This is an optimization exercise on Yosys and OpenROAD, whose aim is small area, a short achievable clock period and few clock cycles per item, not a production implementation.
Only simulation tests tie the RTL to the original design; equivalence was not proved.
Power is estimated from default activity; no workload was simulated.

// doc4_top
module doc4_top (
    input  wire         clk,
    input  wire         rst,
    input  wire         in_valid,
    output wire         in_ready,
    input  wire [3:0]   op,
    input  wire [127:0] va,
    input  wire [7:0]   pa,
    input  wire [7:0]   ba,
    input  wire [7:0]   bb,
    output reg          out_valid,
    output reg  [127:0] vz,
    output reg  [7:0]   pz,
    output reg  [7:0]   bz,
    output reg  [7:0]   cz,
    output reg  [7:0]   st
);
    assign in_ready = 1'b1;
    reg         r_valid;
    reg [3:0]   r_op;
    reg [127:0] r_va;
    reg [7:0]   r_pa, r_ba;
    reg [2:0]   r_bb;
    always @(posedge clk) begin
        if (rst) r_valid <= 1'b0;
        else     r_valid <= in_valid;
        r_op <= op;
        r_va <= va;
        r_pa <= pa;
        r_ba <= ba;
        r_bb <= bb[2:0];
    end
    wire [127:0] s1_x;
    wire [7:0]   s1_perm;
    wire [6:0]   s1_tk;
    wire [3:0]   s1_mode;
    wire         s1_err, s1_wrap;
    doc4_stage1 u_s1 (
        .op(r_op), .va(r_va), .pa(r_pa), .code(r_ba[4:0]), .ka(r_ba[7:5]), .kb(r_bb),
        .x(s1_x), .perm(s1_perm), .tk(s1_tk), .mode(s1_mode), .err(s1_err), .wrap1(s1_wrap)
    );
    reg         m_valid;
    reg [3:0]   m_op;
    reg [127:0] m_x;
    reg [7:0]   m_perm;
    reg [4:0]   m_code;
    reg [6:0]   m_tk;
    reg [3:0]   m_mode;
    reg         m_err, m_wrap;
    always @(posedge clk) begin
        if (rst) m_valid <= 1'b0;
        else     m_valid <= r_valid;
        m_op   <= r_op;
        m_x    <= s1_x;
        m_perm <= s1_perm;
        m_code <= r_ba[4:0];
        m_tk   <= s1_tk;
        m_mode <= s1_mode;
        m_err  <= s1_err;
        m_wrap <= s1_wrap;
    end
    wire [127:0] f_vz;
    wire [7:0]   f_pz, f_bz, f_cz, f_st;
    doc4_stage2 u_s2 (
        .op(m_op), .x(m_x), .perm(m_perm), .code(m_code), .tk(m_tk), .mode(m_mode),
        .err(m_err), .wrap1(m_wrap),
        .vz(f_vz), .pz(f_pz), .bz(f_bz), .cz(f_cz), .st(f_st)
    );
    always @(posedge clk) begin
        if (rst) out_valid <= 1'b0;
        else     out_valid <= m_valid;
        vz <= f_vz;
        pz <= f_pz;
        bz <= f_bz;
        cz <= f_cz;
        st <= f_st;
    end
endmodule
clock: 22.0 ns
lec_check: 0
cap_margin: 20
core_margin: 2
core_utilization: 60
slew_margin: 20
run.sh (not shown) runs the stock make flow with config.mk's settings and CLKGATE_MAP_FILE= SYNTH_SCRIPT=/design/flow/synth_recipe.tcl, a recipe that flattens the netlist after the stock synthesis.
The first run ran to the end with no violations.
Testbench counts at the start, summed over its fixed seeds: cycles 24,016, items 24,000.
Next try:
==> flow/flow/run.sh (new file) <==
#!/bin/bash
# Standard layout with two changes to how it is made:
#  - ORFS's timing repair aims at a 5.4 ns period (setup margin 16.6 ns on
#    the 22 ns clock) rather than at the clock period;
#  - ports are buffered with sky130_fd_sc_hd__buf_1 (timing repair sizes
#    them up where needed) instead of the delay cell buffer_ports picks.
set -euo pipefail
bash standard.sh SETUP_SLACK_MARGIN=16.6 \
    "BUFFER_PORTS_ARGS=-buffer_cell sky130_fd_sc_hd__buf_1" finish > standard.log 2>&1
==> flow/standard.sh (new file) <==
#!/bin/bash
# synth_recipe.tcl (not shown) runs the flow's synth.tcl, then flattens the netlist and writes it again
# the make line also repeats each setting of config.mk as NAME=value (left out here)
make -C /OpenROAD-flow-scripts/flow DESIGN_CONFIG=/design/flow/config.mk WORK_HOME=/design/flow/orfs CLKGATE_MAP_FILE= SYNTH_SCRIPT=/design/flow/synth_recipe.tcl "${@:-finish}"
Settings changed: CORE_UTILIZATION 60 to 40, CTS_CLUSTER_DIAMETER set to 150, CTS_CLUSTER_SIZE set to 30.
removed: flow/run.sh
Result: Design area falls by about 3.7%; non-clock buffer count rises by 13; final cell count rises by 6.9%; utilization falls by 25 points; hold slack gets worse by 0.017 ns; routed wire length falls by about 4%; clock skew rises by 0.013 ns; setup slack gets better by 1.3 ns; power falls by 15%.

port drivers added, routing unchanged:
The results above use ideal ports. As a check the final layouts listed here were re-extracted and re-timed, cells and wires unchanged. Step 1 (the two cells are an assumption about what drives the block):
set clk [get_ports {clk}]
set_driving_cell -lib_cell sky130_fd_sc_hd__clkbuf_16 $clk
set_driving_cell -lib_cell sky130_fd_sc_hd__buf_2 [delete_from_list [all_inputs] $clk]
Step 2, shift: input delay + t, output delay - t, t = (earliest + latest rising clock arrival at the registers) / 2. This alone moves slack from input paths to output paths. a / b / c = ideal / step 1 / step 2; a / b = the first two.
| run | shift t [ns] | setup slack, ns | hold slack, ns |
|---|---|---|---|
| the first run | 0.678 | 15.210 / 15.210 / 15.210 | 0.454 / 0.454 / 0.454 |
| the second run | 0.673 | 16.521 / 16.453 / 16.654 | 0.437 / 0.437 / 0.437 |
After both steps every run listed still meets setup and hold.
